What follows belongs to an exercise in optimizing a design on an open flow for small area, a short achievable clock period and few clock cycles; a production flow would make more cautious choices. At most, simulation tests tie the RTL to the original design; equivalence was not proved. Power and IR drop assume default switching activity.

==> flow/design.v (excerpt) <==
module epb (
    input  wire        clk,
    input  wire        rst,           
    input  wire        host_we,
    input  wire [4:0]  host_waddr,
    input  wire [31:0] host_wdata,
    input  wire [4:0]  host_raddr,
    output reg  [31:0] host_rdata,
    output wire        host_ready,    
    output wire        host_halted,   
    output wire        dev_req,
    output wire        dev_we,
    output wire [11:0] dev_addr,
    output wire [15:0] dev_wdata,
    input  wire        dev_ack,
    input  wire [15:0] dev_rdata
);
    localparam [3:0] OP_WRITE_REG = 4'h1;
    localparam [3:0] OP_READ_REG  = 4'h2;
    localparam [3:0] OP_READ_MAC  = 4'h3;
    localparam [3:0] OP_WAIT_IDLE = 4'h4;
    localparam [3:0] OP_SUBMIT    = 4'h5;
    localparam [3:0] OP_READ_CELL = 4'h6;
    localparam [3:0] OP_EN_WRITE  = 4'h7;
    localparam [3:0] OP_WR_CELL   = 4'h8;
    localparam [3:0] OP_DIS_WRITE = 4'h9;
    localparam [3:0] OP_DUMP      = 4'hA;
    localparam [3:0] OP_PROGRAM   = 4'hB;
    localparam [2:0] CMD_READ  = 3'd0;
    localparam [2:0] CMD_EWDS  = 3'd1;
    localparam [2:0] CMD_EWEN  = 3'd2;
    localparam [2:0] CMD_WRITE = 3'd3;
    localparam [2:0] OUT_OK      = 3'd1;
    localparam [2:0] OUT_TIMEOUT = 3'd2;
    localparam [2:0] OUT_BAD_OP  = 3'd3;
    localparam [2:0] OUT_BAD_ARG = 3'd4;
    localparam [2:0] S_SINGLE    = 3'd0;
    localparam [2:0] S_DUMP_PRE  = 3'd1;
    localparam [2:0] S_UNLOCK    = 3'd2;
    localparam [2:0] S_WRITE     = 3'd3;
    localparam [2:0] S_LOCK      = 3'd4;
    localparam [2:0] S_DUMP_POST = 3'd5;
    localparam [3:0] P_XFER    = 4'd0;    
    localparam [3:0] P_MACCMD  = 4'd1;    
    localparam [3:0] P_MACDATA = 4'd2;    
    localparam [3:0] P_PREWAIT = 4'd3;    
    localparam [3:0] P_DATA    = 4'd4;    
    localparam [3:0] P_ISSUE1  = 4'd5;    
    localparam [3:0] P_ISSUE2  = 4'd6;    
    localparam [3:0] P_BUSY    = 4'd7;    
    localparam [3:0] P_READ    = 4'd8;    
    localparam [3:0] P_CHECK   = 4'd9;    
    localparam [7:0] MAGIC = 8'hA5;
  ...
Size in the first run: about 2400 cells after synthesis, roughly 130 I/O pins, about 30000 µm² of cells after synthesis.
clock: 8.0 ns
lec_check: 0
cap_margin: 20
core_margin: 2
core_utilization: 60
cts_cluster_diameter: 100
cts_cluster_size: 24
setup_slack_margin: 3
slew_margin: 20
synth_hierarchical: 1
tns_end_percent: 30
standard.sh (not shown) runs the stock make flow with config.mk's settings and CLKGATE_MAP_FILE= SYNTH_SCRIPT=/design/flow/synth_recipe.tcl, a recipe that flattens the netlist after the stock synthesis.
==> flow/flow/run.sh <==
#!/bin/bash
# Standard layout, with the ports buffered by buf_2 cells instead of the
# smallest-footprint buffer that buffer_ports picks by default.
set -euo pipefail
export BUFFER_PORTS_ARGS="-buffer_cell sky130_fd_sc_hd__buf_2"
bash standard.sh > standard_flow.log 2>&1
Next try:
Settings changed: TNS_END_PERCENT 30 to not set.
After rerunning: Final cell count goes up by 0.34%; clock power is about the same; global-route usage goes up by 0.74 points; maximum frequency barely changes.
Function was not checked in any run of this note: the RTL went through the layout flow alone.

========
epb, a different RTL version from the one above (not shown whole).
For scale: ~2400 cells after synthesis, about 710 flip-flops, ~130 I/O pins.
Design epb, start of the top module:
module epb (
    input  wire        clk,
    input  wire        rst,           
    input  wire        host_we,
    input  wire [4:0]  host_waddr,
    input  wire [31:0] host_wdata,
    input  wire [4:0]  host_raddr,
    output reg  [31:0] host_rdata,
    output wire        host_ready,    
    output wire        host_halted,   
    output wire        dev_req,
    output reg         dev_we,
    output wire [11:0] dev_addr,
    output reg  [15:0] dev_wdata,
    input  wire        dev_ack,
    input  wire [15:0] dev_rdata
);
export LEC_CHECK = 0
export CAP_MARGIN = 20
export CORE_MARGIN = 2
export CORE_UTILIZATION = 60
export CTS_CLUSTER_DIAMETER = 100
export CTS_CLUSTER_SIZE = 24
export SETUP_SLACK_MARGIN = 3
export SLEW_MARGIN = 20
export SYNTH_HIERARCHICAL = 1
export TNS_END_PERCENT = 10
create_clock -name core_clock -period 8.0 [get_ports {clk}]
Scripts as last shown in full above: flow/flow/run.sh
The first run ran to the end with no violations.
Testbench counts at the start, summed over its fixed seeds: cycles 21,343.
Then changed:
- TNS_END_PERCENT: 10 -> not set
=> Cell count goes down by about 0.6%. Worst setup slack improved by 320 ps. Wire length goes down by about 1.5%. Total power goes down by 0.49%. Worst hold slack improved by 7.1 ps. Count of clock-buffer cells in the layout goes down by 1. Via count barely changes. Cell area goes down by about 0.4%. Core utilization goes down by 0.29 points.

========
== the baseline ==
epb, a different RTL version from the one above (not shown whole).
For scale: roughly 130 I/O pins, about 30000 µm² of cells after synthesis.
==> flow/config.mk <==
export PLATFORM = sky130hd
export DESIGN_NAME = epb
export DESIGN_NICKNAME = epb
export VERILOG_FILES = /design/flow/design.v
export SDC_FILE = /design/flow/constraint.sdc
export NUM_CORES = 4
export LEC_CHECK = 0
export CAP_MARGIN = 20
export CORE_MARGIN = 2
export CORE_UTILIZATION = 60
export SETUP_SLACK_MARGIN = 3
export SLEW_MARGIN = 20
==> flow/constraint.sdc <==
create_clock -name core_clock -period 8.0 [get_ports {clk}]
set_input_delay 1.6000 -clock core_clock [delete_from_list [all_inputs] [get_ports {clk}]]
set_output_delay 1.6000 -clock core_clock [all_outputs]
set_load 0.01 [all_outputs]
run.sh (not shown) runs the stock make flow with config.mk's settings and CLKGATE_MAP_FILE= SYNTH_SCRIPT=/design/flow/synth_recipe.tcl, a recipe that flattens the netlist after the stock synthesis.
Stock flow here: none of the scripts above is used.
Looking at the reports, the baseline completed the entire flow and the layout it produced met the timing, design-rule and antenna checks.
Testbench counts of the baseline, summed over its fixed seeds: cycles 21,343.
## Diff of input files: the candidate against the baseline
Settings: swapping 3 for 2.7 in SETUP_SLACK_MARGIN.
Notes after the runs:
For setup skew after layout, the candidate and the baseline come out practically identical. Core utilization | the candidate below the baseline. Overall via count from detail_route (lower): the candidate. Compared with the baseline, in the candidate arithmetic-cell share of the synthesized area counting full adders, half adders and majority gates now sits at about the same level, critical path depth fell 5, cell area after layout now sits lower, number of rows created at floorplan has remained practically unchanged. Taking the baseline over the candidate, the final routed wirelength across all metal layers ratio works out to 1.06. There was hardly any difference in clock share of power between the baseline and the candidate. Between the baseline and the candidate, the difference in count of placed standard cells including taps is negligible. NOTE count of buffers not belonging to the clock network in the layout the baseline->the candidate decreased by more than 10%.

-- static timing again, ports no longer ideal --
No port has a modelled driver above. Below, the same layouts with a new extraction and two added sets of constraints.
Step 1 (the two cells are an assumption about what drives the block):
set clk [get_ports {clk}]
set_driving_cell -lib_cell sky130_fd_sc_hd__clkbuf_16 $clk
set_driving_cell -lib_cell sky130_fd_sc_hd__buf_2 [delete_from_list [all_inputs] $clk]
Step 2 adds t to the input delays and takes it off the output delays; t is the mean of the earliest and latest rising clock arrival at the registers after step 1. Input paths then give back, and output paths get back, about the clock's delay inside the block.
Three values: no drivers, after step 1, after step 2; two values: the first two.
| run | shift t [ns] | setup slack, ns | worst setup path after step 2 | worst register clock-pin slew, ns | pins driven straight from the clock port |
|---|---|---|---|---|---|
| the first run of note 1 | 0.653 | 2.754 / 2.691 / 2.691 | input to output | 0.10 / 0.10 | 1 |
| the second run of note 1 | 0.655 | 2.763 / 2.695 / 2.695 | input to output | 0.10 / 0.10 | 1 |
| the first run of note 2 | 0.665 | 2.654 / 2.628 / 2.628 | input to output | 0.10 / 0.10 | 1 |
| the second run of note 2 | 0.662 | 2.974 / 2.939 / 2.800 | input to register | 0.11 / 0.11 | 1 |
| the baseline | 0.695 | 2.696 / 2.650 / 2.267 | input to register | 0.07 / 0.07 | 1 |
| the candidate | 0.687 | 2.570 / 2.508 / 2.503 | input to register | 0.07 / 0.07 | 1 |
After both steps every run listed still meets setup and hold. The setup slack of the baseline, which loses most, moves by -0.046 ns with the drivers and by -0.429 ns with both steps.
